Source: an optimization exercise on an open RTL-to-GDS flow (aim: small area). Production flows keep margins and buffers that such runs may drop.
Where RTL was checked, it was by simulation tests only, not by an equivalence proof against the original.
Only the layout flow was run in runs 2 and 3; the RTL was not checked for function there.
In every run shown here, the design's own scripts or RTL, not TritonCTS, make the clock network.
The clock port is modelled as an ideal driver, which makes a skipped or thinned clock tree look cheaper than it is; a real chip needs a root buffer or a tree.
Power is estimated from default activity; no workload was simulated.

### flow/recover.tcl
# Downsize cells on paths with timing slack to spare (area recovery), then
# re-legalise the placement.  Loaded by ORFS's cts.tcl as POST_CTS_TCL.
estimate_parasitics -placement
repair_timing -recover_power 100 -verbose
detailed_placement
check_placement -verbose
### flow/run.sh
#!/bin/bash
# Standard ORFS layout (the standard.sh, standard synthesis unchanged)
# with three changes: every port still gets a buffer, but the smallest one
# (buf_1); the clock tree is a root buffer driving a few leaf buffers, one
# per cluster of nearby flip-flops (flow/lean_cts.tcl); and after CTS, cells
# on paths with slack to spare are downsized (flow/recover.tcl).  The full
# make output goes to standard.log; ORFS's per-step logs stay under orfs/logs.
export BUFFER_PORTS_ARGS="-buffer_cell sky130_fd_sc_hd__buf_1"
export PRE_CTS_TCL="$(pwd)/flow/lean_cts.tcl"
export POST_CTS_TCL="$(pwd)/flow/recover.tcl"
export LEAN_CTS_PORT=clk
export LEAN_CTS_ROOT=sky130_fd_sc_hd__clkbuf_8
export LEAN_CTS_LEAF=sky130_fd_sc_hd__clkbuf_16
export LEAN_CTS_PER_LEAF=24
bash standard.sh > standard.log 2>&1
### standard.sh
#!/bin/bash
# synth_recipe.tcl (not shown) runs the flow's synth.tcl, then flattens the netlist and writes it again
# the make line also repeats each setting of config.mk as NAME=value (left out here)
make -C /OpenROAD-flow-scripts/flow DESIGN_CONFIG=/design/flow/config.mk WORK_HOME=/design/flow/orfs CLKGATE_MAP_FILE= SYNTH_SCRIPT=/design/flow/synth_recipe.tcl "${@:-finish}"
### flow/lean_cts.tcl
# Clock tree for a small design, in place of TritonCTS: the clock port
# drives one root buffer, which drives a few leaf buffers, each serving a
# cluster of nearby flip-flops.  Loaded by ORFS's cts.tcl as PRE_CTS_TCL; it
# replaces clock_tree_synthesis for that script's call.
rename clock_tree_synthesis orig_clock_tree_synthesis
proc clock_tree_synthesis {args} {
  set block [ord::get_db_block]
  set db [ord::get_db]
  set clknet [[$block findBTerm $::env(LEAN_CTS_PORT)] getNet]
  set sinks {}
  foreach it [$clknet getITerms] {
    set inst [$it getInst]
    set bb [$inst getBBox]
    set x [expr {([$bb xMin] + [$bb xMax]) / 2}]
    set y [expr {([$bb yMin] + [$bb yMax]) / 2}]
    lappend sinks [list $it $x $y]
  }
  set n [llength $sinks]
  set per $::env(LEAN_CTS_PER_LEAF)
  set k [expr {int(ceil(double($n) / $per))}]
  set cols [expr {int(ceil(sqrt($k)))}]
  puts "lean_cts: $n sinks, $k leaf buffers in $cols columns"
  # split into columns by x, then each column into clusters by y
  set byx [lsort -integer -index 1 $sinks]
  set clusters {}
  set remaining $k
  set start 0
  for {set c 0} {$c < $cols} {incr c} {
    set cols_left [expr {$cols - $c}]
    set kc [expr {int(ceil(double($remaining) / $cols_left))}]
    set left [expr {$n - $start}]
    set cnt [expr {int(round(double($left) * $kc / $remaining))}]
    set col [lrange $byx $start [expr {$start + $cnt - 1}]]
    set start [expr {$start + $cnt}]
    set remaining [expr {$remaining - $kc}]
    set col [lsort -integer -index 2 $col]
    set m [llength $col]
    set s 0
    for {set r 0} {$r < $kc} {incr r} {
      set cc [expr {int(round(double($m - $s) / ($kc - $r)))}]
      lappend clusters [lrange $col $s [expr {$s + $cc - 1}]]
      set s [expr {$s + $cc}]
    }
  }
  set rootm [$db findMaster $::env(LEAN_CTS_ROOT)]
  set leafm [$db findMaster $::env(LEAN_CTS_LEAF)]
  set root [odb::dbInst_create $block $rootm lean_cts_root]
  set rootnet [odb::dbNet_create $block lean_clk_root]
  $rootnet setSigType CLOCK
  [$root findITerm A] connect $clknet
  [$root findITerm X] connect $rootnet
  set sx 0; set sy 0; set i 0
  foreach cl $clusters {
    if {[llength $cl] == 0} { continue }
    set leaf [odb::dbInst_create $block $leafm lean_cts_leaf_$i]
    set net [odb::dbNet_create $block lean_clk_leaf_$i]
    $net setSigType CLOCK
    [$leaf findITerm A] connect $rootnet
    [$leaf findITerm X] connect $net
    set cx 0; set cy 0
    foreach s $cl {
      set it [lindex $s 0]
      $it disconnect
      $it connect $net
      set cx [expr {$cx + [lindex $s 1]}]
      set cy [expr {$cy + [lindex $s 2]}]
    }
    set cx [expr {$cx / [llength $cl]}]
    set cy [expr {$cy / [llength $cl]}]
    $leaf setLocation $cx $cy
    $leaf setPlacementStatus PLACED
    set sx [expr {$sx + $cx}]; set sy [expr {$sy + $cy}]
    puts "lean_cts: leaf $i: [llength $cl] sinks at $cx $cy"
    incr i
  }
  $root setLocation [expr {$sx / $i}] [expr {$sy / $i}]
  $root setPlacementStatus PLACED
  set_propagated_clock [all_clocks]
}
### constraint.sdc
create_clock -name core_clock -period 10.0 [get_ports {clk}]
set_input_delay 2.0000 -clock core_clock [delete_from_list [all_inputs] [get_ports {clk}]]
set_output_delay 2.0000 -clock core_clock [all_outputs]
set_load 0.01 [all_outputs]
### config.mk
export PLATFORM = sky130hd
export DESIGN_NAME = sdseq
export DESIGN_NICKNAME = sdseq
export VERILOG_FILES = /design/flow/design.v
export SDC_FILE = /design/flow/constraint.sdc
export NUM_CORES = 4
export LEC_CHECK = 0
export CAP_MARGIN = 20
export CORE_MARGIN = 2
export CORE_UTILIZATION = 30
export SLEW_MARGIN = 20
### design.v
module sdseq (
    input             clk,
    input             rst,           
    input             op_valid,
    output            op_ready,
    input      [7:0]  op_code,
    input      [63:0] op_arg,
    output reg        rsp_valid,
    output     [3:0]  rsp_err,
    output     [63:0] rsp_data,
    output reg        cmd_valid,
    output     [24:0] cmd_word,
    input             eng_done,
    output     [14:0] sdcr1,
    output     [14:0] sdcr2,
    output     [27:0] sdtr1,
    output     [27:0] sdtr2,
    output     [24:5] sdcmr,
    output     [13:1] sdrtr,
    output reg        busy,            
    output            clk_gate,
    output reg        handle_valid,
    output            handle_bank,
    output reg [2:0]  phase1,
    output reg [2:0]  phase2,
    output reg [1:0]  delay_ok,
    output reg        refresh_programmed,
    output     [1:0]  ready
);
    wire op_mk    = op_code == 8'h10;
    wire op_cfg   = op_code == 8'h11;
    wire op_cmd   = op_code == 8'h20;
    wire op_swp   = op_code == 8'h21;
    wire op_nrfs  = op_code == 8'h22;
    wire op_rtr   = op_code == 8'h23;
    wire op_wp    = op_code == 8'h24;
    wire op_bank  = op_code == 8'h25;
    wire op_delay = op_code == 8'h26;
    wire op_view  = op_code == 8'h30;
    wire op_known = op_mk | op_cfg | op_cmd | op_swp | op_nrfs | op_rtr |
                    op_wp | op_bank | op_delay | op_view;
    wire hv = handle_valid;
    reg  hb;
    wire wp_bit;
    wire [4:0] t0 = op_arg[4:0];
    wire [4:0] t1 = op_arg[9:5];
    wire [4:0] t2 = op_arg[14:10];
    wire [4:0] t3 = op_arg[19:15];
    wire [4:0] t4 = op_arg[24:20];
    wire [4:0] t5 = op_arg[29:25];
    wire [4:0] t6 = op_arg[34:30];
    wire cfg_zero = (t0 == 5'd0) | (t1 == 5'd0) | (t2 == 5'd0) | (t3 == 5'd0) |
                    (t4 == 5'd0) | (t5 == 5'd0) | (t6 == 5'd0);
    wire cfg_range = (t0 > 5'd16) | (t1 > 5'd16) | (t2 > 5'd16) | (t3 > 5'd16) |
                     (t4 > 5'd16) | (t5 > 5'd16) | (t6 > 5'd16) |
                     (op_arg[37:35] == 3'd0) | (op_arg[37:35] > 3'd3) |
                     (op_arg[41:38] < 4'd8) | (op_arg[41:38] > 4'd11) |
                     (op_arg[45:42] < 4'd11) | (op_arg[45:42] > 4'd13) |
                     !op_arg[47] |
                     (op_arg[49:48] == 2'd3) |
                     (op_arg[53:52] == 2'd3);
    wire cfg_bad = cfg_zero | cfg_range;
    wire [2:0] k_mode = op_arg[2:0];
    wire k_ok = (k_mode != 3'd0) & !(k_mode[2] & (k_mode[1:0] != 2'd0));
    wire arg_nz = |op_arg[31:0];
    wire cfg_go  = op_cfg & !hv & !cfg_bad;
    wire cmd_go  = op_cmd & hv & k_ok;
    wire nrfs_go = op_nrfs & hv & (op_arg[7:4] == 4'd0);
    wire rtr_go  = op_rtr & hv & (op_arg[15:13] == 3'd0);
    wire view_go = op_view & hv & arg_nz;
    reg [3:0] err;
    always @(*) begin
        err = 4'd0;
        if (op_mk | (op_cfg & !hv))
            err = cfg_zero ? 4'd5 : cfg_range ? 4'd6 : 4'd0;
        if (op_cfg & hv)
            err = 4'd7;
        if ((op_cmd | op_swp | op_nrfs | op_rtr | op_wp | op_bank | op_view) & !hv)
            err = 4'd8;
        if (op_cmd & hv & !k_ok)
            err = 4'd15;
        if ((op_nrfs & hv & !nrfs_go) | (op_rtr & hv & !rtr_go))
            err = 4'd6;
        if (op_view & hv & !arg_nz)
            err = 4'd9;
        if (!op_known)
            err = 4'd15;
    end
    reg [4:0] i;
    reg [4:0] j;
    reg       align;
    wire j_last = j[4] & j[0];           
    wire j_zero = (j == 5'd0);
    wire first  = (i == 5'd0);
    wire i_last = (i == 5'd16);           
    wire [4:0] i_next = {i[3:0], i[4] ^ i[2] ^ (i[3:0] == 4'd0)};
    wire [17:0] in_r_t;
    assign in_r_t[0]  = 1'b1;
    assign in_r_t[17] = 1'b0;
    genvar g;
    generate
        for (g = 1; g < 17; g = g + 1) begin : g_len
            assign in_r_t[g] = |op_arg[31:2*g-1];
        end
    endgenerate
    wire in_r = in_r_t[j];
    assign op_ready = view_go ? (align & !in_r) : j_last;
    wire acc = op_valid & op_ready;
    always @(posedge clk) begin
        if (rst | !op_valid | acc | busy) begin
            i     <= 5'd0;
            j     <= 5'd0;
            align <= 1'b0;
        end else if (view_go & !align & j_last) begin
            if (i_last) begin
                align <= 1'b1;
                j     <= 5'd1;
            end else begin
                i <= i_next;
                j <= 5'd0;
            end
        end else
            j <= j + 5'd1;
    end
    reg [17:0] re, ro;
    reg        dly, cy, neg, prev_r;
    wire sub = first | !neg;
    wire [31:0] n_by_i = {op_arg[49], op_arg[48], op_arg[38], op_arg[47], op_arg[41], op_arg[37], op_arg[53], op_arg[46], op_arg[40], op_arg[55], op_arg[36], op_arg[34], op_arg[52], op_arg[58], op_arg[45], op_arg[32], op_arg[50], op_arg[39], op_arg[42], op_arg[54], op_arg[56], op_arg[35], op_arg[59], op_arg[33], op_arg[51], op_arg[43], op_arg[57], op_arg[60], op_arg[44], op_arg[61], op_arg[62], op_arg[63]};
    wire n = n_by_i[i];
    wire d0  = !j[4] & op_arg[{1'b0, j[3:0], 1'b0}];
    wire d1  = !j[4] & op_arg[{1'b0, j[3:0], 1'b1}];
    wire r0  = re[0] & !first;
    wire r1  = ro[0] & !first;
    wire a0  = j_zero ? n : dly;
    wire ci  = in_r & (j_zero ? sub : cy);
    wire b0  = in_r & (d0 ^ sub);
    wire b1  = in_r & (d1 ^ sub);
    wire s0  = a0 ^ b0 ^ ci;
    wire c1  = (a0 & b0) | (a0 & ci) | (b0 & ci);
    wire s1  = r0 ^ b1 ^ c1;
    wire c2  = (r0 & b1) | (r0 & c1) | (b1 & c1);
    wire bnd = prev_r & !in_r;                       
    wire dbit = hv & ((op_wp & wp_bit) | (op_bank & hb));
    wire j_16 = j[4] & !j[0];
    wire e_in = !busy & (view_go ? (align ? !in_r : (bnd ? !ro[17] : s0))
                                 : ((j_zero & dbit) | (j_16 & err[0])));
    wire o_in = !busy & (view_go ? (!align & s1)
                                 : ((j_16 & err[1]) | (j_last & err[3])));
    always @(posedge clk) begin
        re     <= {e_in, re[17:1]};
        ro     <= {o_in, ro[17:1]};
        dly    <= r1;
        cy     <= c2;
        prev_r <= in_r;
        if (bnd)
            neg <= ro[17];
    end
    wire [31:0] q;
    generate
        for (g = 0; g < 16; g = g + 1) begin : g_q
            assign q[2*g]   = re[g];
            assign q[2*g+1] = ro[g];
        end
    endgenerate
    wire vflag = re[17];
    assign rsp_err = {ro[17], ro[16] | (!ro[17] & re[16]), ro[16], re[16]};
    assign rsp_data = {vflag, vflag & hb, vflag & !hb, vflag & hb, 28'd0, q};
    reg [9:0]  crb_n;         
    reg [4:0]  crs_n;         
    reg [27:0] trv_n;         
    assign wp_bit = !crb_n[9];
    always @(posedge clk) begin
        if (!hv) begin
            hb    <= op_arg[55];
            crb_n <= ~{op_arg[50], op_arg[36:35], op_arg[54], op_arg[53:52],
                       op_arg[43:42] + 2'd1, op_arg[39:38]};
            crs_n <= ~{op_arg[49:48], op_arg[51], op_arg[47:46]};
            trv_n <= {4'd0 - t6[3:0], 4'd0 - t5[3:0], 4'd0 - t4[3:0], 4'd0 - t3[3:0],
                      4'd0 - t2[3:0], 4'd0 - t1[3:0], 4'd0 - t0[3:0]};
        end else if (acc & op_swp)
            crb_n[9] <= !op_arg[0];
    end
    wire sel1 = hv & !hb;
    wire sel2 = hv & hb;
    assign handle_bank = sel2;
    assign clk_gate    = hv;
    localparam [9:0] CR_RST = 10'h2D0;
    generate
        for (g = 0; g < 10; g = g + 1) begin : g_cr
            if (CR_RST[g]) begin : g_one
                assign sdcr1[g] = !(crb_n[g] & sel1);
                assign sdcr2[g] = !(crb_n[g] & sel2);
            end else begin : g_zero
                assign sdcr1[g] = !(crb_n[g] | !sel1);
                assign sdcr2[g] = !(crb_n[g] | !sel2);
            end
        end
    endgenerate
    assign sdcr1[14:10] = ~(crs_n | {5{!hv}});
    assign sdcr2[14:10] = 5'd0;
    localparam [27:0] SHARED = 28'h0F0F000;
    wire [27:0] m1 = ({28{sel1}} & ~SHARED) | ({28{hv}} & SHARED);
    wire [27:0] m2 = {28{sel2}} & ~SHARED;
    assign sdtr1 = ~(trv_n & m1);
    assign sdtr2 = ~(trv_n & m2);
    reg [3:0]  nrfs;
    reg [15:0] mrd;
    reg [12:0] rtr;
    reg [4:0]  cw;
    assign sdcmr    = {mrd, nrfs};
    assign sdrtr    = rtr;
    assign cmd_word = {mrd, nrfs, cw};
    wire ok1 = (phase1 == k_mode - 3'd1) & ((k_mode != 3'd2) | delay_ok[0]);
    wire ok2 = (phase2 == k_mode - 3'd1) & ((k_mode != 3'd2) | delay_ok[1]);
    assign ready[0] = sel1 & (phase1 == 3'd4) & refresh_programmed;
    assign ready[1] = sel2 & (phase2 == 3'd4) & refresh_programmed;
    always @(posedge clk) begin
        cw <= op_arg[4:0];
        if (rst) begin
            rsp_valid <= 1'b0;
            cmd_valid <= 1'b0;
            busy      <= 1'b0;
            handle_valid <= 1'b0;
            nrfs      <= 4'd0;
            mrd       <= 16'd0;
            rtr       <= 13'd0;
            refresh_programmed <= 1'b0;
            phase1    <= 3'd0;
            phase2    <= 3'd0;
            delay_ok  <= 2'b00;
        end else begin
            rsp_valid <= (acc & !cmd_go) | (busy & eng_done);
            cmd_valid <= acc & cmd_go;
            busy      <= (acc & cmd_go) | (busy & !eng_done);
            if (acc) begin
                if (cfg_go)
                    handle_valid <= 1'b1;
                if (cmd_go) begin
                    nrfs <= op_arg[8:5];
                    mrd  <= op_arg[24:9];
                    if (op_arg[4]) phase1 <= ok1 ? k_mode : 3'd5;
                    if (op_arg[3]) phase2 <= ok2 ? k_mode : 3'd5;
                end
                if (nrfs_go)
                    nrfs <= op_arg[3:0];
                if (rtr_go) begin
                    rtr <= op_arg[12:0];
                    refresh_programmed <= 1'b1;
                end
                if (op_delay & arg_nz) begin
                    if (phase1 == 3'd1) delay_ok[0] <= 1'b1;
                    if (phase2 == 3'd1) delay_ok[1] <= 1'b1;
                end
            end
        end
    end
endmodule
==> results of run 1 <==
[power by group]
| group | switching, mW | total [mW] | internal [mW] | leakage (nW) |
|---|---|---|---|---|
| sequential | 0.00927 | 0.636 | 0.626 | 1.29 |
| combinational | 0.0686 | 0.103 | 0.0346 | 1.44 |
| clock | 0.192 | 0.325 | 0.133 | 0.0935 |
[routing by layer]
metal / up-vias / GRT usage, % / routed length [um]
met5: - / 0 / 0
met4: 0 / 2.07 / 356
met3: 22 / 1.54 / 1710
met2: 343 / 28.6 / 11000
met1: 3062 / 25.5 / 10800
li1: 3013 / - / -
[critical path: stages]
cell and delay, ns:
buf_1 0.19, inv_1 0.10, ha_1 0.19, nor2b_1 0.19
nand4b_1 0.20, nor4_4 0.45, nor3_4 0.08, and3_4 0.20
a21oi_4 0.81, inv_2 0.58, buf_1 0.26
[per-stage QoR]
step	setup slack [ns]	instances
2_1_floorplan	4.36	813
3_3_place_gp	2.80	1294
3_5_place_dp	2.74	1294
5_1_grt	2.43	1302
6_report	2.71	1302
[layout by cell type (no fill, tap or decap), types with 20 or more instances in the layout]
master,n
dfxtp_1,101
nand2_1,83
nand4_1,22
xnor2_1,21
mux4_2,20
buf_1,247
o21ai_0,50
a21oi_1,56
nor2_1,57
conb_1,41
nand3_1,28
inv_1,39
edfxtp_1,45
[kinds of logic (layout without fill, tap and decap cells)]
kind of cell / count (synthesis) / in the layout / share of synthesized area [%]
multiplexers: 29 / 29 / 7.32
XOR/XNOR: 25 / 25 / 2.96
buffers and inverters: 153 / 318 / 11.6
AND/OR/NAND/NOR: 262 / 262 / 18.4
AO/OA/AOI/OAI: 142 / 142 / 11.3
other: 2 / 41 / 0.102
adder cells (fa/ha/maj): 15 / 15 / 2.74
flip-flops: 146 / 146 / 45.6
[sequential cells by signal, indices dropped and copies added (netlist names), 2 cells and up]
signal / count
crb_n: 10
re: 18
rtr: 13
phase1: 3
ro: 18
cw: 5
mrd: 16
j: 5
delay_ok: 2
nrfs: 4
i: 5
trv_n: 28
phase2: 3
crs_n: 5
[path summary, 6_finish.rpt]
| kind | start | to | depth (start not counted) |
|---|---|---|---|
| max | op_arg[11] | op_ready | 11 |
| min | re[1]$_DFF_P_ | re[0]$_DFF_P_ | 0 |
| max reg2reg | j[1]$_SDFF_PP0_ | phase1[0]$_SDFFE_PP0P_ | 9 |
| min reg2reg | re[1]$_DFF_P_ | re[0]$_DFF_P_ | 0 |
[area by class of cell]
class                      instances  area, sq um
multi-input combinational        514         3270
buffer                             8          189
tap                              324          405
fill                            2545        15800
inverter                          41          154
timing repair buffer             269         1020
sequential                       146         3370
==> flow_metrics.tcl, run 1 <==
set metrics [dict create \
    outcome "finished clean" \
    nets 1071 \
    p_leak_nw 2.83 \
    overflow 0 \
    drv_cap 0 \
    max_freq_mhz 137 \
    hold_slack_ns 0.347 \
    drive_gt1_share_pct 4.40 \
    worstPathArrival_ns 5.29 \
    finalHoldViolations 0 \
    synth-main-ff-cell "dfxtp_1" \
    gp_congestion 0.893 \
    finalCriticalPeriod_ns 7.29 \
    die_h_um 161 \
    grt_pass1_wl_um 35400 \
    drt-total-wl_um 23900 \
    wl_per_cell_um 18.4 \
    slew_headroom_pct 30.4 \
    async_reset_ff_share_pct 0 \
    hp-class "reg2reg" \
    syn_to_final_growth_pct 13.7 \
    synth_top_area_share_pct 27.3 \
    synth_edf_count 45 \
    die_w_um 161 \
    tightest_slew_ns 1.04 \
    syn_inst 774 \
    avgSynthCellArea_sq_um 9.56 \
    yosysTopAreaCell "dfxtp_1" \
    netlist_area_sq_um 7400 \
    final_util_pct 34.7 \
    rows 57 \
    synthTopCellsByCount "101 x dfxtp_1, 83 x nand2_1, 65 x buf_4" \
    grt_setup_unrepaired "false" \
    coreArea_sq_um 24200 \
    drc 0 \
    postRouteAntennaNets 0 \
    via_count 6440 \
    postPlaceCellArea_sq_um 8270 \
    cts.clk_slew.worst_paths_ns 0.09 \
    critPathLaunchType "input port" \
    yosysMostFrequentCell "dfxtp_1" \
    yosysSeqAreaShare_pct 45.6 \
    ys_ff_latch 146 \
    ys_types 67 \
    die_area_sq_um 25900 \
    crit_type "in2out" \
    initial_utilization_pct 30.5 \
    fin_setup_tns_ns 0 \
    vdd_drop_max_mv 0.0732 \
    first_iter_violations 412 \
    r2r_slack_ns 6.00 \
    synthTopCellsByArea "dfxtp_1 27%, edfxtp_1 18%, buf_4 6.6%" \
    finalCritPeriodShare_pct 72.9 \
    endpoint_kind "primary output" \
    grt_usage_pct 17.3 \
    yosysWarningCount 1 \
    clock_skew_ns 0.00761 \
    grt_start_max_net_pins 52 \
    pin_count 306 \
    drv_slew 0 \
    hpwl_um 18000 \
    antenna_found_initial 0 \
    p_per_area_nw_per_um2 126 \
    fin_area_sq_um 8410 \
    drt-pass1-iter-count 5 \
    setup_viol 0 \
    path_max_fanout 45 \
    first_global_vias 5707 \
    antenna_cells 0 \
    viasPerCell 4.95 \
    numPortBuffers 264 \
    cp.required_ns 8.00 \
    clkLatencyLatePin_ns 0.46 \
    power.total_mw 1.06 \
]
==> run 2, diff against run 1 <==
--- a/design.v
+++ b/design.v
@@ -21,9 +21,9 @@
     output            clk_gate,
     output reg        handle_valid,
     output            handle_bank,
-    output reg [2:0]  phase1,
-    output reg [2:0]  phase2,
-    output reg [1:0]  delay_ok,
+    output     [2:0]  phase1,
+    output     [2:0]  phase2,
+    output     [1:0]  delay_ok,
     output reg        refresh_programmed,
     output     [1:0]  ready
 );
@@ -106,9 +106,10 @@
     wire in_r = in_r_t[j];
     assign op_ready = view_go ? (align & !in_r) : j_last;
     wire acc = op_valid & op_ready;
+    wire upd = op_valid & j_last;
     always @(posedge clk) begin
         if (rst | !op_valid | acc | busy) begin
-            i     <= 5'd0;
+            i     <= (!rst & upd & cmd_go) ? op_arg[4:0] : 5'd0;
             j     <= 5'd0;
             align <= 1'b0;
         end else if (view_go & !align & j_last) begin
@@ -177,7 +178,7 @@
             crs_n <= ~{op_arg[49:48], op_arg[51], op_arg[47:46]};
             trv_n <= {4'd0 - t6[3:0], 4'd0 - t5[3:0], 4'd0 - t4[3:0], 4'd0 - t3[3:0],
                       4'd0 - t2[3:0], 4'd0 - t1[3:0], 4'd0 - t0[3:0]};
-        end else if (acc & op_swp)
+        end else if (upd & op_swp)
             crb_n[9] <= !op_arg[0];
     end
     wire sel1 = hv & !hb;
@@ -196,7 +197,7 @@
             end
         end
     endgenerate
-    assign sdcr1[14:10] = ~(crs_n | {5{!hv}});
+    assign sdcr1[14:10] = {~(crs_n[4:2] | {3{!hv}}), hv, !(crs_n[0] | !hv)};
     assign sdcr2[14:10] = 5'd0;
     localparam [27:0] SHARED = 28'h0F0F000;
     wire [27:0] m1 = ({28{sel1}} & ~SHARED) | ({28{hv}} & SHARED);
@@ -206,16 +207,29 @@
     reg [3:0]  nrfs;
     reg [15:0] mrd;
     reg [12:0] rtr;
-    reg [4:0]  cw;
     assign sdcmr    = {mrd, nrfs};
     assign sdrtr    = rtr;
-    assign cmd_word = {mrd, nrfs, cw};
-    wire ok1 = (phase1 == k_mode - 3'd1) & ((k_mode != 3'd2) | delay_ok[0]);
-    wire ok2 = (phase2 == k_mode - 3'd1) & ((k_mode != 3'd2) | delay_ok[1]);
-    assign ready[0] = sel1 & (phase1 == 3'd4) & refresh_programmed;
-    assign ready[1] = sel2 & (phase2 == 3'd4) & refresh_programmed;
-    always @(posedge clk) begin
-        cw <= op_arg[4:0];
+    assign cmd_word = {mrd, nrfs, i};
+    reg [2:0] st1, st2;
+    function [3:0] st_out;               
+        input [2:0] st;
+        st_out = {st[2] & (!st[1] | st[0]), st[1] & !st[2], st[0] | (st[2] & st[1]),
+                  st[1] | (st[2] & !st[0])};
+    endfunction
+    assign {phase1, delay_ok[0]} = st_out(st1);
+    assign {phase2, delay_ok[1]} = st_out(st2);
+    function [2:0] st_next;
+        input [2:0] st;
+        input [2:0] m;
+        if ((m == 3'd1 && st == 3'd0) || (m == 3'd2 && st == 3'd6) ||
+            (m == 3'd3 && st == 3'd2) || (m == 3'd4 && st == 3'd3))
+            st_next = m;
+        else
+            st_next = {1'b1, st[1] | (st[2] & !st[0]), 1'b1};
+    endfunction
+    assign ready[0] = sel1 & (st1 == 3'd4) & refresh_programmed;
+    assign ready[1] = sel2 & (st2 == 3'd4) & refresh_programmed;
+    always @(posedge clk) begin
         if (rst) begin
             rsp_valid <= 1'b0;
             cmd_valid <= 1'b0;
@@ -225,21 +239,20 @@
             mrd       <= 16'd0;
             rtr       <= 13'd0;
             refresh_programmed <= 1'b0;
-            phase1    <= 3'd0;
-            phase2    <= 3'd0;
-            delay_ok  <= 2'b00;
+            st1       <= 3'd0;
+            st2       <= 3'd0;
         end else begin
             rsp_valid <= (acc & !cmd_go) | (busy & eng_done);
-            cmd_valid <= acc & cmd_go;
-            busy      <= (acc & cmd_go) | (busy & !eng_done);
-            if (acc) begin
+            cmd_valid <= upd & cmd_go;
+            busy      <= (upd & cmd_go) | (busy & !eng_done);
+            if (upd) begin
                 if (cfg_go)
                     handle_valid <= 1'b1;
                 if (cmd_go) begin
                     nrfs <= op_arg[8:5];
                     mrd  <= op_arg[24:9];
-                    if (op_arg[4]) phase1 <= ok1 ? k_mode : 3'd5;
-                    if (op_arg[3]) phase2 <= ok2 ? k_mode : 3'd5;
+                    if (op_arg[4]) st1 <= st_next(st1, k_mode);
+                    if (op_arg[3]) st2 <= st_next(st2, k_mode);
                 end
                 if (nrfs_go)
                     nrfs <= op_arg[3:0];
@@ -248,8 +261,8 @@
                     refresh_programmed <= 1'b1;
                 end
                 if (op_delay & arg_nz) begin
-                    if (phase1 == 3'd1) delay_ok[0] <= 1'b1;
-                    if (phase2 == 3'd1) delay_ok[1] <= 1'b1;
+                    if (st1 == 3'd1) st1 <= 3'd6;
+                    if (st2 == 3'd1) st2 <= 3'd6;
                 end
             end
         end
==> run 2 against run 1 <==
Effect of this change: synthesized cell count down 1.7%; routed wire length down 2.2%; die area down 1.2%; clock power down 8.3%; still clean; global-route usage down 0.10 points; critical endpoint unchanged; critical path type unchanged; sequential cell count down 8; core utilization up 0.055 points; largest cell class is now multi-input gates.
==> flow_metrics.tcl, run 2 <==
set metrics [dict create \
    grt_pass1_wl_um 34700 \
    async_reset_ff_share_pct 0 \
    numPortBuffers 264 \
    via_count 6255 \
    syn_inst 761 \
    critPathLaunchType "input port" \
    fin_setup_tns_ns 0 \
    synthTopCellsByCount "116 x nand2_1, 89 x dfxtp_1, 67 x buf_4" \
    yosysWarningCount 1 \
    drv_slew 0 \
    first_iter_violations 331 \
    tightest_slew_ns 1.06 \
    reg_top3 "trv_n: 28 flops, re: 18 flops, ro: 18 flops" \
    worstHoldEndpoint "re[3]$_DFF_P_" \
    drc 0 \
    drive_gt1_share_pct 4.52 \
    synthTopCellsByArea "dfxtp_1 24%, edfxtp_1 20%, buf_4 6.9%" \
    fin_cells 1299 \
    initial_utilization_pct 30.3 \
    pin_count 306 \
    nets 1070 \
    max_freq_mhz 146 \
    path_max_fanout 10 \
    yosysTopAreaCell "dfxtp_1" \
    ff2ff_path_depth 12 \
    p_per_area_nw_per_um2 123 \
    postPlaceCellArea_sq_um 8240 \
    coreArea_sq_um 24100 \
    finalHoldViolations 0 \
    worstPathArrival_ns 4.86 \
    cts.clk_slew.worst_paths_ns 0.10 \
    syn_to_final_growth_pct 14.7 \
    ys_ff_latch 138 \
    synth-main-ff-cell "dfxtp_1" \
    fillers 2510 \
    synth_top_area_share_pct 24.4 \
    hpwl_um 18100 \
    drv_cap 0 \
    regToRegEndpoint "ro[17]$_DFF_P_" \
    netlist_area_sq_um 7310 \
    regToRegStartpoint "i[0]$_DFFE_PP_" \
    grt_usage_pct 17.2 \
    holdCritStartpoint "re[4]$_DFF_P_" \
    avgSynthCellArea_sq_um 9.60 \
    vdd_drop_max_mv 0.0721 \
    wl_per_cell_um 18.0 \
    crit_type "in2out" \
    slew_headroom_pct 28.6 \
    synth_edf_count 49 \
    startpoint "op_arg[0]" \
    setup_viol 0 \
    p_leak_nw 2.92 \
    drt-pass1-iter-count 5 \
    grt_setup_unrepaired "false" \
    power.total_mw 1.03 \
    endpoint_kind "primary output" \
    rows 57 \
    cp.required_ns 8.00 \
    r2r_slack_ns 6.40 \
    hold_slack_ns 0.349 \
    ys_types 69 \
    holdPathStages 0 \
    postRouteAntennaNets 0 \
    yosysMostFrequentCell "nand2_1" \
    finalCriticalPeriod_ns 6.86 \
    antenna_found_initial 0 \
    grt_start_max_net_pins 50 \
    drt-total-wl_um 23400 \
    first_global_vias 5609 \
    final_cell_mix "251 x buf_1, 116 x nand2_1, 89 x dfxtp_1" \
    hp-class "reg2reg" \
    clock_skew_ns 0.0122 \
    clkLatencyLatePin_ns 0.43 \
    fin_area_sq_um 8380 \
    gp_congestion 0.881 \
    die_w_um 160 \
    largest_register_ffs 28 \
    dp.cells 1289 \
    viasPerCell 4.82 \
    yosysSeqAreaShare_pct 44.5 \
    die_h_um 160 \
    top_register "trv_n" \
    outcome "finished clean" \
    overflow 0 \
    die_area_sq_um 25600 \
    final_common_cell "buf_1" \
    finalCritPeriodShare_pct 68.6 \
]
==> run 2: worst max-delay path by stage <==
stage               cells past startpoint  slack [ns]        to
global route                           10        2.92  op_ready
finish                                 10        3.14  op_ready
global placement                       10        3.70  op_ready
floorplan                               9        4.45  op_ready
detailed placement                     10        3.56  op_ready
==> run 2: cell type report <==
| class | count | area (sq um) | share of cell area [%] |
|---|---|---|---|
| sequential | 138 | 3250 | 38.8 |
| tap | 324 | 405 | 4.84 |
| timing repair buffer | 270 | 1040 | 12.5 |
| antenna | 1 | 2.50 | 0.0299 |
| multi-input combinational | 514 | 3340 | 39.9 |
| buffer | 7 | 164 | 1.96 |
| inverter | 45 | 169 | 2.02 |
==> run 2: through the flow <==
| stage | util (%) | worst slack (ns) |
|---|---|---|
| 6_report | 34.8 | 3.14 |
| 5_1_grt | 34.7 | 2.92 |
| 3_5_place_dp | 34.2 | 3.56 |
| 3_3_place_gp | 34.2 | 3.70 |
| 2_1_floorplan | - | 4.45 |
==> run 2: critical path, stage by stage <==
cell	delay, ns
clkbuf_1	0.28
inv_1	0.23
ha_1	0.19
nor3b_1	0.54
nand3_1	0.20
nor3_1	0.69
nor3b_1	0.20
o21ai_0	0.25
nand2_1	0.10
buf_1	0.17
==> run 2: layer usage <==
metal / up-vias / wire [um] / GRT usage, %
met3: 15 / 1700 / 1.74
met5: - / 0 / 0
met4: 0 / 300 / 2.25
met2: 306 / 10800 / 28.2
met1: 2971 / 10500 / 25.3
li1: 2963 / - / -
==> run 2: where the power goes <==
| part | total (mW) | leakage [nW] | internal, mW | switching (mW) |
|---|---|---|---|---|
| clock | 0.298 | 0.0811 | 0.117 | 0.181 |
| combinational | 0.122 | 1.61 | 0.0476 | 0.0741 |
| sequential | 0.613 | 1.23 | 0.598 | 0.0150 |
==> run 2: logic make-up after synthesis <==
family	count (synthesis)	share of synthesized area (%)
simple gates	298	20.2
buf+inv	148	11.1
flops	138	44.5
compound gates	93	8.84
mux	45	9.62
xor+xnor	19	2.28
fa+ha+maj	18	3.29
other cells	2	0.103
==> run 3, diff against run 2 <==
--- a/flow/run.sh
+++ b/flow/run.sh
@@ -9,7 +9,7 @@
 export PRE_CTS_TCL="$(pwd)/flow/lean_cts.tcl"
 export POST_CTS_TCL="$(pwd)/flow/recover.tcl"
 export LEAN_CTS_PORT=clk
-export LEAN_CTS_ROOT=sky130_fd_sc_hd__clkbuf_8
+export LEAN_CTS_ROOT=sky130_fd_sc_hd__clkbuf_4
 export LEAN_CTS_LEAF=sky130_fd_sc_hd__clkbuf_16
-export LEAN_CTS_PER_LEAF=24
+export LEAN_CTS_PER_LEAF=29
 bash standard.sh > standard.log 2>&1
==> run 3 against run 2 <==
Effect of this change: still clean; worst setup slack lost 0.043 ns; clock power shrank 11%; sequential cell count is the same; core utilization shrank 0.14 points; clock skew grew 0.0026 ns; maximum frequency shrank 0.63%; combinational power is essentially flat; sequential power is essentially flat; routed wire length shrank 0.45%; register-to-register slack gained 0.04 ns; total power shrank 3.2%; global-route usage shrank 0.085 points.
==> flow_metrics.tcl, run 3 <==
set metrics [dict create \
    antenna_found_initial 1 \
    place_ws_ns 3.56 \
    gp_congestion 0.881 \
    cp_cell_sequence "clkbuf_1 -> inv_1 -> ha_1 -> nor3b_1 -> nand3_1 -> nor3_1 -> nor3b_1 -> o21ai_0 -> nand2_1 -> buf_1" \
    clkPwrFrac_pct 26.5 \
    outcome "finished clean" \
    critPathLaunchType "input port" \
    nets 1069 \
    viasPerCell 4.81 \
    yosysSeqAreaShare_pct 44.5 \
    hp-class "reg2reg" \
    drt-pass1-iter-count 6 \
    crit_type "in2out" \
    via_count 6243 \
    die_h_um 160 \
    synth_edf_count 49 \
    finalCritPeriodShare_pct 69.0 \
    cp.buffers_inverters 3 \
    regToRegStartpoint "i[0]$_DFFE_PP_" \
    cpMostUsedCell "nor3b_1" \
    hpwl_um 18100 \
    clock_skew_ns 0.0148 \
    worstHoldEndpoint "ro[4]$_DFF_P_" \
    p_sw_uw 260 \
    ys_types 69 \
    slew_headroom_pct 28.1 \
    ys_ff_latch 138 \
    drt-total-wl_um 23300 \
    holdPathStages 0 \
    crit_slowest_cell "nor3_1" \
    final_cell_mix "251 x buf_1, 116 x nand2_1, 89 x dfxtp_1" \
    finalHoldViolations 0 \
    yosysMostFrequentCell "nand2_1" \
    reg_top3 "trv_n: 28 flops, re: 18 flops, ro: 18 flops" \
    first_iter_violations 310 \
    finalCriticalPeriod_ns 6.90 \
    coreArea_sq_um 24100 \
    numPortBuffers 264 \
    synth-main-ff-cell "dfxtp_1" \
    worstPathArrival_ns 4.90 \
    clkLatencyLatePin_ns 0.50 \
    die_area_sq_um 25600 \
    drive_gt1_share_pct 4.42 \
    setup_viol 0 \
    p_leak_nw 2.91 \
    top_register "trv_n" \
    rows 57 \
    pwr-share-seq_pct 61.3 \
    yosysWarningCount 1 \
    r2r_slack_ns 6.44 \
    worst_slack_ns 3.10 \
    drv_cap 0 \
    switching_share_pct 26.0 \
    overflow 0 \
    max_freq_mhz 145 \
    pwr-share-comb_pct 12.2 \
    holdCritStartpoint "ro[5]$_DFF_P_" \
    postRouteAntennaNets 0 \
    synthTopCellsByArea "dfxtp_1 24%, edfxtp_1 20%, buf_4 6.9%" \
    slowest_delay_ns 0.70 \
    fin_setup_tns_ns 0 \
    syn_to_final_growth_pct 14.2 \
    yosysTopAreaCell "dfxtp_1" \
    wl_per_cell_um 17.9 \
    endpoint_kind "primary output" \
    antenna_cells 0 \
    grt_setup_unrepaired "false" \
    first_global_vias 5601 \
    grt_pass1_wl_um 34500 \
    grt_start_max_net_pins 50 \
    fillers 2511 \
    drc 0 \
    synthTopCellsByCount "116 x nand2_1, 89 x dfxtp_1, 67 x buf_4" \
    drv_slew 0 \
    ff2ff_path_depth 12 \
    die_w_um 160 \
    grt_usage_pct 17.1 \
    regToRegEndpoint "ro[17]$_DFF_P_" \
    path_max_fanout 10 \
    async_reset_ff_share_pct 0 \
    cp.required_ns 8.00 \
    largest_register_ffs 28 \
    pin_count 306 \
    tightest_slew_ns 1.06 \
    p_per_area_nw_per_um2 120 \
    cts.clk_slew.worst_paths_ns 0.11 \
    final_common_cell "buf_1" \
    p_int_uw 740 \
    vdd_drop_max_mv 0.0910 \
    avgSynthCellArea_sq_um 9.60 \
    netlist_area_sq_um 7310 \
    syn_inst 761 \
    initial_utilization_pct 30.3 \
    synth_top_area_share_pct 24.4 \
    cp_top_family "simple AND/OR/NAND/NOR gates" \
]
[run 3: how the worst max path moves through the flow]
stage                          from  slack (ns)  cells past startpoint        to
after global routing      op_arg[0]        2.93                     10  op_ready
final                     op_arg[0]        3.10                     10  op_ready
after floorplan           op_arg[1]        4.45                      9  op_ready
after global placement    op_arg[0]        3.70                     10  op_ready
after detailed placement  op_arg[0]        3.56                     10  op_ready
[run 3: power by group through the flow]
stage	Clock, mW	Combinational [mW]	Sequential [mW]
after floorplan	0	0.0873	0.618
after global placement	0	0.121	0.626
final	0.265	0.122	0.613
after global routing	0.300	0.133	0.616
after detailed placement	0	0.121	0.626
[run 3: final cells by class]
type	count	area, sq um	area share (%)
buffer	6	133	1.59
inverter	45	169	2.02
multi-input combinational	514	3340	40.0
sequential	138	3250	39.0
tap	324	405	4.86
timing repair buffer	270	1040	12.5
[run 3: worst reg2reg max path, delay by kind of cell (launching register included)]
family                     cells  cell delay [ns]
and+or+nand+nor                2             0.13
adders and majority gates      2             0.70
buffers and inverters          1             0.05
muxes                          4             1.46
AOI/OAI and AO/OA              3             0.39
DFF                            1             0.80
[run 3: logic make-up (layout without fill, tap and decap cells)]
logic type	Yosys count	count (layout)	synth area share [%]
muxes	45	45	9.62
xor gates and xnor gates	19	19	2.28
and+or+nand+nor	298	298	20.2
adders and majority gates	18	18	3.29
other	2	41	0.103
buffers and inverters	148	321	11.1
AOI/OAI and AO/OA	93	93	8.84
DFF	138	138	44.5
[run 3: metal layers]
metal	vias to the layer above	routed length, um	share of wire, %	GRT usage (%)
li1	2962	-	-	-
met1	2963	10700	46	25.2
met5	-	14	0.060	0
met3	22	1540	6.6	1.77
met2	294	10700	46	28.3
met4	2	319	1.4	1.80
[run 3: stage by stage]
step | cell area, sq um | cells | total power, mW | utilization [%] | hold WS, ns
finish | 8340 | 1297 | 1.00 | 34.6 | 0.351
global route | 8340 | 1297 | 1.05 | 34.6 | 0.363
detailed placement | 8240 | 1289 | 0.747 | 34.2 | 0.336
global placement | 8240 | 1289 | 0.746 | 34.2 | 0.332
floorplan | 7450 | 800 | 0.705 | - | 0.355
==> run 4, diff against run 3 <==
--- a/design.v
+++ b/design.v
@@ -109,7 +109,7 @@
     wire upd = op_valid & j_last;
     always @(posedge clk) begin
         if (rst | !op_valid | acc | busy) begin
-            i     <= (!rst & upd & cmd_go) ? op_arg[4:0] : 5'd0;
+            i     <= 5'd0;
             j     <= 5'd0;
             align <= 1'b0;
         end else if (view_go & !align & j_last) begin
@@ -207,9 +207,10 @@
     reg [3:0]  nrfs;
     reg [15:0] mrd;
     reg [12:0] rtr;
+    reg [4:0]  cw;
     assign sdcmr    = {mrd, nrfs};
     assign sdrtr    = rtr;
-    assign cmd_word = {mrd, nrfs, i};
+    assign cmd_word = {mrd, nrfs, cw};
     reg [2:0] st1, st2;
     function [3:0] st_out;               
         input [2:0] st;
@@ -230,6 +231,7 @@
     assign ready[0] = sel1 & (st1 == 3'd4) & refresh_programmed;
     assign ready[1] = sel2 & (st2 == 3'd4) & refresh_programmed;
     always @(posedge clk) begin
+        cw <= op_arg[4:0];
         if (rst) begin
             rsp_valid <= 1'b0;
             cmd_valid <= 1'b0;
==> run 4 against run 3 <==
Effect of this change: sequential power grew 2%; register-to-register slack worse by 0.21 ns; largest power group unchanged; die area fell by 0.31%; final area down 0.45%; clock power increased by 2%; synthesized cell count unchanged; critical endpoint unchanged; cell count decreased by 0.39%; worst hold slack lost 0.0010 ns.
==> flow_metrics.tcl, run 4 <==
set metrics [dict create \
    finalCriticalPeriod_ns 6.77 \
    coreArea_sq_um 24100 \
    clkLatencyLatePin_ns 0.52 \
    hold_slack_ns 0.350 \
    cts.clk_slew.worst_paths_ns 0.11 \
    drt-total-wl_um 22100 \
    critPathLaunchType "input port" \
    async_reset_ff_share_pct 0 \
    path_max_fanout 12 \
    ff2ff_path_depth 10 \
    yosysTopAreaCell "dfxtp_1" \
    synth_xor_xnor_area_share_pct 2.29 \
    final_util_pct 34.5 \
    numPortBuffers 264 \
    worstPathArrival_ns 4.77 \
    clkPwrFrac_pct 27.3 \
    crit_slowest_cell "clkbuf_1" \
    initial_utilization_pct 30.2 \
    finalCritPeriodShare_pct 67.7 \
    pin_count 306 \
    first_iter_violations 547 \
    switching_share_pct 25.0 \
    grt_usage_pct 16.5 \
    synthTopCellsByArea "dfxtp_1 27%, edfxtp_1 18%, buf_4 6.9%" \
    slew_headroom_pct 31.7 \
    antenna_found_initial 1 \
    ys_types 64 \
    multi_input_area_sq_um 3290 \
    die_h_um 160 \
    syn_inst 761 \
    top_register "trv_n" \
    overflow 0 \
    p_int_uw 741 \
    synth_edf_count 44 \
    setup_viol 0 \
    synth-simple-area-share_pct 19.7 \
    p_per_area_nw_per_um2 119 \
    grt_setup_unrepaired "false" \
    largest_register_ffs 28 \
    fin_setup_tns_ns 0 \
    nets 1063 \
    avgSynthCellArea_sq_um 9.57 \
    cp_top_family "simple AND/OR/NAND/NOR gates" \
    pwr-share-comb_pct 9.5 \
    outcome "finished clean" \
    endpoint_kind "primary output" \
    reg_top3 "trv_n: 28 flops, re: 18 flops, ro: 18 flops" \
    via_count 6162 \
    cp_cell_sequence "clkbuf_1 -> inv_1 -> ha_1 -> nor3b_1 -> and4_1 -> a21oi_1 -> nand3b_1 -> a21oi_1 -> or2_0 -> buf_1" \
    holdPathStages 0 \
    slowest_delay_ns 0.46 \
    synth-main-ff-cell "dfxtp_1" \
    finalHoldViolations 0 \
    die_area_sq_um 25500 \
    synth_compound_gate_area_share_pct 8.11 \
    grt_start_max_net_pins 49 \
    drv_slew 0 \
    dp.cells 1285 \
    ys_ff_latch 143 \
    power.total_uw 988 \
    yosysWarningCount 1 \
    max_freq_mhz 148 \
    rows 57 \
    synth_top_family_by_area "simple AND/OR/NAND/NOR gates" \
    tightest_slew_ns 1.02 \
    viasPerCell 4.77 \
    first_global_vias 5613 \
    p_sw_uw 247 \
    wl_per_cell_um 17.1 \
    final_common_cell "buf_1" \
    drive_gt1_share_pct 4.55 \
    drv_cap 0 \
    vdd_drop_max_mv 0.0945 \
    grt_pass1_wl_um 33600 \
    synth.area.mux_share_pct 9.81 \
    drt-pass1-iter-count 5 \
    die_w_um 160 \
    clock_skew_ns 0.00732 \
    crit_type "in2out" \
    pwr-share-seq_pct 63.2 \
    synthTopCellsByCount "114 x nand2_1, 99 x dfxtp_1, 67 x buf_4" \
    synth_top_area_share_pct 27.2 \
    cp.required_ns 8.00 \
    gp_congestion 0.889 \
    yosysSeqAreaShare_pct 45.4 \
    drc 0 \
    postRouteAntennaNets 0 \
    cp_num_cells 10 \
    final-seq-area_sq_um 3300 \
    fillers 2496 \
    netlist_area_sq_um 7280 \
    cp.buffers_inverters 3 \
    yosysMostFrequentCell "nand2_1" \
    fin_cells 1292 \
    p_leak_nw 2.87 \
    hpwl_um 17000 \
    synth_fa_ha_area_share_pct 3.30 \
    final_cell_mix "248 x buf_1, 114 x nand2_1, 99 x dfxtp_1" \
    syn_to_final_growth_pct 14.1 \
    hp-class "reg2reg" \
    cpMostUsedCell "a21oi_1" \
]
-- run 4: cell types whose count changed in the layout (fill, tap and decap cells not counted), sizes merged, moves of 4 or more --
cell / delta
dfxtp: +10
nand3: -9
nor3b: -8
a21oi: +7
buf: -7
a211oi: -6
edfxtp: -5
nor2: +5
o21ai: +5
clkbuf: +4
nor4: +4
nor4b: -4
-- run 4: cell type report --
type                            count  share of cell area, %
Multi-Input combinational cell    508                   39.6
Inverter                           43                   1.94
Sequential cell                   143                   39.8
Tap cell                          324                   4.88
Buffer                              6                   1.60
Antenna cell                        1                 0.0301
Timing Repair Buffer              267                   12.2
-- run 4: layer usage --
layer  track usage (%)  share of wire (%)  vias to the layer above
li1                  -                  -                     2919
met2              26.9                 46                      293
met4              3.85                2.6                        0
met3              1.71                6.2                       31
met5                 0                  0                        -
met1              23.6                 45                     2919
-- run 4: power groups by stage --
stage               registers, mW  logic (mW)  clock network (mW)
detailed placement          0.638      0.0932                   0
global placement            0.638      0.0935                   0
finish                      0.625      0.0941               0.269
floorplan                   0.632      0.0657                   0
global route                0.627       0.104               0.299
-- run 4: through the flow --
stage	cell area, sq um	worst slack (ns)
2_1_floorplan	7430	4.38
3_3_place_gp	8190	3.61
3_5_place_dp	8190	3.52
5_1_grt	8300	3.00
6_report	8310	3.23
-- run 4: kinds of logic after synthesis --
family | count (synthesis)
flops | 143
buf+inv | 149
other cells | 2
fa+ha+maj | 18
mux | 46
compound gates | 94
xor+xnor | 19
simple gates | 290
-- run 4: path summary, 6_finish.rpt --
path	slack (ns)	end	start
min	0.35	ro[0]$_DFF_P_	ro[1]$_DFF_P_
max	3.23	op_ready	op_arg[0]
min reg2reg	0.35	ro[0]$_DFF_P_	ro[1]$_DFF_P_
max reg2reg	6.23	ro[17]$_DFF_P_	j[0]$_SDFF_PP0_
==> run 5, diff against run 4 <==
--- a/flow/run.sh
+++ b/flow/run.sh
@@ -9,7 +9,7 @@
 export PRE_CTS_TCL="$(pwd)/flow/lean_cts.tcl"
 export POST_CTS_TCL="$(pwd)/flow/recover.tcl"
 export LEAN_CTS_PORT=clk
-export LEAN_CTS_ROOT=sky130_fd_sc_hd__clkbuf_4
+export LEAN_CTS_ROOT=sky130_fd_sc_hd__clkbuf_8
 export LEAN_CTS_LEAF=sky130_fd_sc_hd__clkbuf_16
-export LEAN_CTS_PER_LEAF=29
+export LEAN_CTS_PER_LEAF=24
 bash standard.sh > standard.log 2>&1
==> run 5 against run 4 <==
Effect of this change: die area unchanged; sequential cell count unchanged; total power up 2.3%; worst hold slack worse by 0.0016 ns; register-to-register slack better by 0.02 ns; sequential share of layout area down 0.14 points; maximum frequency about the same; critical path depth unchanged; routed wire length about the same; synthesized cell count unchanged; critical path type unchanged; largest power group unchanged.
==> flow_metrics.tcl, run 5 <==
set metrics [dict create \
    grt_setup_unrepaired "false" \
    overflow 0 \
    p_sw_uw 247 \
    antenna_found_initial 0 \
    drc 0 \
    holdPathStages 0 \
    hpwl_um 17000 \
    gp_congestion 0.889 \
    power.total_mw 1.01 \
    crit_slowest_cell "clkbuf_1" \
    hp-class "reg2reg" \
    viasPerCell 4.75 \
    die_h_um 160 \
    netlist_area_sq_um 7280 \
    postRouteAntennaNets 0 \
    finalHoldViolations 0 \
    yosysMostFrequentCell "nand2_1" \
    first_global_vias 5617 \
    antenna_cells 0 \
    die_area_sq_um 25500 \
    slowest_delay_ns 0.47 \
    reg_top3 "trv_n: 28 flops, re: 18 flops, ro: 18 flops" \
    synthTopCellsByCount "114 x nand2_1, 99 x dfxtp_1, 67 x buf_4" \
    switching_share_pct 24.5 \
    outcome "finished clean" \
    top_register "trv_n" \
    r2r_slack_ns 6.25 \
    regToRegStartpoint "j[0]$_SDFF_PP0_" \
    synthTopCellsByArea "dfxtp_1 27%, edfxtp_1 18%, buf_4 6.9%" \
    initial_utilization_pct 30.2 \
    tightest_slew_ns 1.01 \
    max_freq_mhz 148 \
    finalCriticalPeriod_ns 6.77 \
    drive_gt1_share_pct 4.65 \
    slew_headroom_pct 32.6 \
    async_reset_ff_share_pct 0 \
    pwr-share-seq_pct 61.8 \
    synth_top_area_share_pct 27.2 \
    clkLatencyLatePin_ns 0.43 \
    path_max_fanout 12 \
    syn_inst 761 \
    synth-main-ff-cell "dfxtp_1" \
    grt_pass1_wl_um 33600 \
    p_leak_nw 2.88 \
    holdCritStartpoint "ro[3]$_DFF_P_" \
    final_cell_mix "248 x buf_1, 114 x nand2_1, 99 x dfxtp_1" \
    pin_count 306 \
    yosysWarningCount 1 \
    final_common_cell "buf_1" \
    cp_cell_sequence "clkbuf_1 -> inv_1 -> ha_1 -> nor3b_1 -> and4_1 -> a21oi_1 -> nand3b_1 -> a21oi_1 -> or2_0 -> buf_1" \
    drt-pass1-iter-count 5 \
    yosysSeqAreaShare_pct 45.4 \
    largest_register_ffs 28 \
    vdd_drop_max_mv 0.0964 \
    numPortBuffers 264 \
    avgSynthCellArea_sq_um 9.57 \
    finalCritPeriodShare_pct 67.7 \
    via_count 6138 \
    fillers 2496 \
    die_w_um 160 \
    pwr-share-comb_pct 9.3 \
    cp.required_ns 8.00 \
    clock_skew_ns 0.00715 \
    worstPathArrival_ns 4.77 \
    crit_type "in2out" \
    coreArea_sq_um 24100 \
    nets 1064 \
    regToRegEndpoint "ro[17]$_DFF_P_" \
    yosysTopAreaCell "dfxtp_1" \
    endpoint_kind "primary output" \
    drv_cap 0 \
    ys_types 64 \
    ys_ff_latch 143 \
    drt-total-wl_um 22100 \
    rows 57 \
    drv_slew 0 \
    setup_viol 0 \
    p_int_uw 763 \
    worstHoldEndpoint "ro[2]$_DFF_P_" \
    cts.clk_slew.worst_paths_ns 0.09 \
    grt_start_max_net_pins 49 \
    first_iter_violations 516 \
    synth_edf_count 44 \
    syn_to_final_growth_pct 14.5 \
    grt_usage_pct 16.5 \
    clkPwrFrac_pct 28.9 \
    critPathLaunchType "input port" \
    ff2ff_path_depth 10 \
    fin_setup_tns_ns 0 \
    cpMostUsedCell "a21oi_1" \
    wl_per_cell_um 17.1 \
    p_per_area_nw_per_um2 121 \
]
## run 5: cell counts after synthesis
Identical to the previous run, type by type.
## run 5: layout make-up
| type | count | area [sq um] | area share, % |
|---|---|---|---|
| inverter | 43 | 161 | 1.94 |
| timing repair buffer | 267 | 1010 | 12.1 |
| multi-input combinational | 508 | 3290 | 39.5 |
| sequential | 143 | 3300 | 39.6 |
| tap | 324 | 405 | 4.86 |
| buffer | 7 | 164 | 1.97 |
## run 5: cells by family after synthesis
family	Yosys count	share of synthesized area [%]
other	2	0.103
multiplexers	46	9.81
AO/OA/AOI/OAI	94	8.11
buffers and inverters	149	11.4
XOR/XNOR	19	2.29
adder cells (fa/ha/maj)	18	3.30
flip-flops	143	45.4
AND/OR/NAND/NOR	290	19.7
## run 5: layer usage
layer / vias to the layer above / wire length [um] / GRT usage (%)
met5: - / 0 / 0
met4: 0 / 551 / 3.40
met3: 29 / 1510 / 2.05
met2: 288 / 10100 / 27.0
met1: 2905 / 9960 / 23.5
li1: 2916 / - / -
## run 5: critical path: cells and delay by family
| kind | cells | cell delay [ns] |
|---|---|---|
| compound gates | 2 | 0.69 |
| simple gates | 4 | 0.98 |
| buf+inv | 3 | 0.83 |
| fa+ha+maj | 1 | 0.26 |
## run 5: power groups by stage
stage / Combinational, mW / Clock [mW] / Sequential [mW]
after floorplan: 0.0657 / 0 / 0.632
after global placement: 0.0935 / 0 / 0.638
after detailed placement: 0.0932 / 0 / 0.638
after global routing: 0.104 / 0.326 / 0.627
final: 0.0938 / 0.293 / 0.625
## run 5: worst max-delay path by stage
| stage | start | end | slack (ns) | cells past startpoint |
|---|---|---|---|---|
| 2_1_floorplan | op_arg[10] | op_ready | 4.38 | 9 |
| 3_3_place_gp | op_arg[0] | op_ready | 3.61 | 10 |
| 3_5_place_dp | op_arg[0] | op_ready | 3.52 | 10 |
| 5_1_grt | op_arg[0] | op_ready | 3.00 | 10 |
| 6_report | op_arg[0] | op_ready | 3.23 | 10 |
## run 5: through the flow
stage / worst slack [ns] / hold WS, ns / std cells / util, % / area [sq um]
2_1_floorplan: 4.38 / 0.355 / 800 / - / 7430
3_3_place_gp: 3.61 / 0.332 / 1285 / 34.0 / 8190
3_5_place_dp: 3.52 / 0.334 / 1285 / 34.0 / 8190
5_1_grt: 3.00 / 0.361 / 1292 / 34.6 / 8330
6_report: 3.23 / 0.349 / 1292 / 34.6 / 8330
==> run 6, diff against run 5 <==
--- a/config.mk
+++ b/config.mk
@@ -7,5 +7,5 @@
 export LEC_CHECK = 0
 export CAP_MARGIN = 20
 export CORE_MARGIN = 2
-export CORE_UTILIZATION = 30
+export CORE_UTILIZATION = 36
 export SLEW_MARGIN = 20
==> run 6 against run 5 <==
Effect of this change: critical path depth unchanged; highest routed layer unchanged; die area fell by 16%; first-iteration DRC count down 42%; largest power group unchanged; maximum frequency grew 2.3%.
==> flow_metrics.tcl, run 6 <==
set metrics [dict create \
    p_int_uw 764 \
    switching_share_pct 24.6 \
    antenna_found_initial 0 \
    grt_usage_pct 18.9 \
    viasPerCell 4.89 \
    endpoint_kind "primary output" \
    avgSynthCellArea_sq_um 9.57 \
    grt_start_max_net_pins 49 \
    final_common_cell "buf_1" \
    drt-total-wl_um 21400 \
    pwr-share-seq_pct 61.5 \
    yosysMostFrequentCell "nand2_1" \
    first_iter_violations 297 \
    crit_slowest_cell "a21oi_1" \
    final_cell_mix "248 x buf_1, 114 x nand2_1, 99 x dfxtp_1" \
    wl_met1_um 9600 \
    overflow 0 \
    outcome "finished clean" \
    ys_types 64 \
    clock_skew_ns 0.0105 \
    rows 52 \
    max_freq_mhz 151 \
    top_register "trv_n" \
    wl_per_cell_um 17.3 \
    p_leak_nw 2.88 \
    via_count 6062 \
    numPortBuffers 264 \
    hpwl_um 16700 \
    ys_ff_latch 143 \
    yosysWarningCount 1 \
    largest_register_ffs 28 \
    synthTopCellsByCount "114 x nand2_1, 99 x dfxtp_1, 67 x buf_4" \
    synth_edf_count 44 \
    nets 1065 \
    yosysSeqAreaShare_pct 45.4 \
    antenna_cells 0 \
    finalCriticalPeriod_ns 6.62 \
    syn_to_final_growth_pct 13.5 \
    finalHoldViolations 0 \
    synthTopCellsByArea "dfxtp_1 27%, edfxtp_1 18%, buf_4 6.9%" \
    tightest_slew_ns 1.03 \
    critPathLaunchType "input port" \
    cts.clk_slew.worst_paths_ns 0.10 \
    synth-main-ff-cell "dfxtp_1" \
    postRouteAntennaNets 0 \
    first_global_vias 5580 \
    power.total_mw 1.01 \
    async_reset_ff_share_pct 0 \
    finalCritPeriodShare_pct 66.2 \
    yosysTopAreaCell "dfxtp_1" \
    die_area_sq_um 21400 \
    synth_top_area_share_pct 27.2 \
    syn_inst 761 \
    cp.buffers_inverters 3 \
    die_w_um 146 \
    clkLatencyLatePin_ns 0.42 \
    gp_congestion 0.910 \
    cpMostUsedCell "a21oi_1" \
    drv_cap 0 \
    pwr-share-comb_pct 9.4 \
    worstPathArrival_ns 4.62 \
    route.met3.wl_um 1560 \
    vdd_drop_max_mv 0.0998 \
    grt_pass1_wl_um 32500 \
    grt_setup_unrepaired "false" \
    drive_gt1_share_pct 4.44 \
    initial_utilization_pct 36.3 \
    pin_count 306 \
    final_util_pct 41.2 \
    reg_top3 "trv_n: 28 flops, re: 18 flops, ro: 18 flops" \
    coreArea_sq_um 20000 \
    slowest_delay_ns 0.43 \
    p_sw_uw 249 \
    slew_headroom_pct 31.5 \
    hp-class "reg2reg" \
    drc 0 \
    netlist_area_sq_um 7280 \
    crit_type "in2out" \
    fin_setup_tns_ns 0 \
    path_max_fanout 12 \
    drt-pass1-iter-count 5 \
    cp_cell_sequence "clkbuf_1 -> inv_1 -> ha_1 -> nor3b_1 -> and4_1 -> a21oi_1 -> nand3b_1 -> a21oi_1 -> or2_0 -> buf_1" \
    clkPwrFrac_pct 29.1 \
    die_h_um 146 \
    p_per_area_nw_per_um2 123 \
    top_layer_used "met4" \
    cp_top_family "simple AND/OR/NAND/NOR gates" \
    cp.required_ns 8.00 \
    hold_slack_ns 0.341 \
    setup_viol 0 \
    drv_slew 0 \
    wl_met2_um 9890 \
]
[run 6: cell type report]
class / instances / area (sq um)
multi-input combinational: 508 / 3280
sequential: 143 / 3300
buffer: 7 / 164
inverter: 43 / 161
timing repair buffer: 268 / 1010
tap: 270 / 338
fill: 2050 / 11800
[run 6: through the flow]
step | setup WS (ns) | area (sq um) | std cells
global placement | 3.68 | 8120 | 1232
detailed placement | 3.61 | 8120 | 1232
global route | 2.99 | 8260 | 1239
floorplan | 4.38 | 7430 | 800
finish | 3.38 | 8260 | 1239
[run 6: layer usage]
metal | vias up | GRT usage [%]
met3 | 25 | 3.13
met1 | 2847 | 26.2
met4 | 0 | 2.43
met2 | 275 | 31.9
met5 | - | 0
li1 | 2915 | -
[run 6: worst register-to-register path, cell delays in order, from the launching register on]
cell and delay [ns]:
dfxtp_1 0.55, inv_1 0.20, ha_1 0.15, nor4b_1 0.80, mux2_2 0.31, nand2_1 0.07
fa_1 0.38, inv_1 0.07, fa_1 0.44, a21oi_1 0.15, a21oi_1 0.07
[run 6: cell families (layout without fill, tap and decap cells)]
| family | count (synthesis) | count (layout) | share of synthesized area (%) |
|---|---|---|---|
| other cells | 2 | 41 | 0.103 |
| simple gates | 290 | 290 | 19.7 |
| fa+ha+maj | 18 | 18 | 3.30 |
| mux | 46 | 46 | 9.81 |
| compound gates | 94 | 94 | 8.11 |
| flops | 143 | 143 | 45.4 |
| xor+xnor | 19 | 19 | 2.29 |
| buf+inv | 149 | 318 | 11.4 |
[run 6: final timing paths]
kind,cells after the start,end,slack (ns),start
min reg2reg,0,re[4]$_DFF_P_,0.34,re[5]$_DFF_P_
max reg2reg,10,ro[17]$_DFF_P_,6.68,j[1]$_SDFF_PP0_
min,0,re[4]$_DFF_P_,0.34,re[5]$_DFF_P_
max,10,op_ready,3.38,op_arg[0]
[run 6: power by group through the flow]
stage	Clock, mW	Sequential (mW)	Combinational (mW)
after floorplan	0	0.632	0.0657
after detailed placement	0	0.636	0.0943
after global routing	0.325	0.625	0.104
final	0.294	0.623	0.0954
after global placement	0	0.636	0.0942

==> afterwards: timing with drivers on the ports <==
In the flow no input, the clock included, has a driving cell. The finished layouts below were timed again as built, in two steps. Step 1 assumes that a clkbuf_16 drives the clock port and a buf_2 every other input. Step 2 adds t to the input delays and takes it off the output delays; t is the mean of the earliest and latest rising clock arrival at the registers after step 1. Input paths then give back, and output paths get back, about the clock's delay inside the block. Three values: ideal ports, drivers, drivers and shift; two values: the first two.
run | t (ns) | setup slack, ns | hold WS [ns]
run 1 | 0.500 | 2.708 / 2.689 / 2.689 | 0.347 / 0.347 / 0.347
run 2 | 0.464 | 3.145 / 3.124 / 3.124 | 0.349 / 0.349 / 0.349
run 3 | 0.536 | 3.101 / 3.080 / 3.080 | 0.351 / 0.351 / 0.351
run 4 | 0.561 | 3.230 / 3.205 / 3.205 | 0.350 / 0.350 / 0.350
run 5 | 0.459 | 3.229 / 3.203 / 3.203 | 0.349 / 0.349 / 0.349
run 6 | 0.456 | 3.380 / 3.352 / 3.352 | 0.341 / 0.341 / 0.341
After both steps every run listed still meets setup and hold. The setup slack of run 6, which loses most, moves by -0.028 ns with the drivers and by -0.028 ns with both steps.
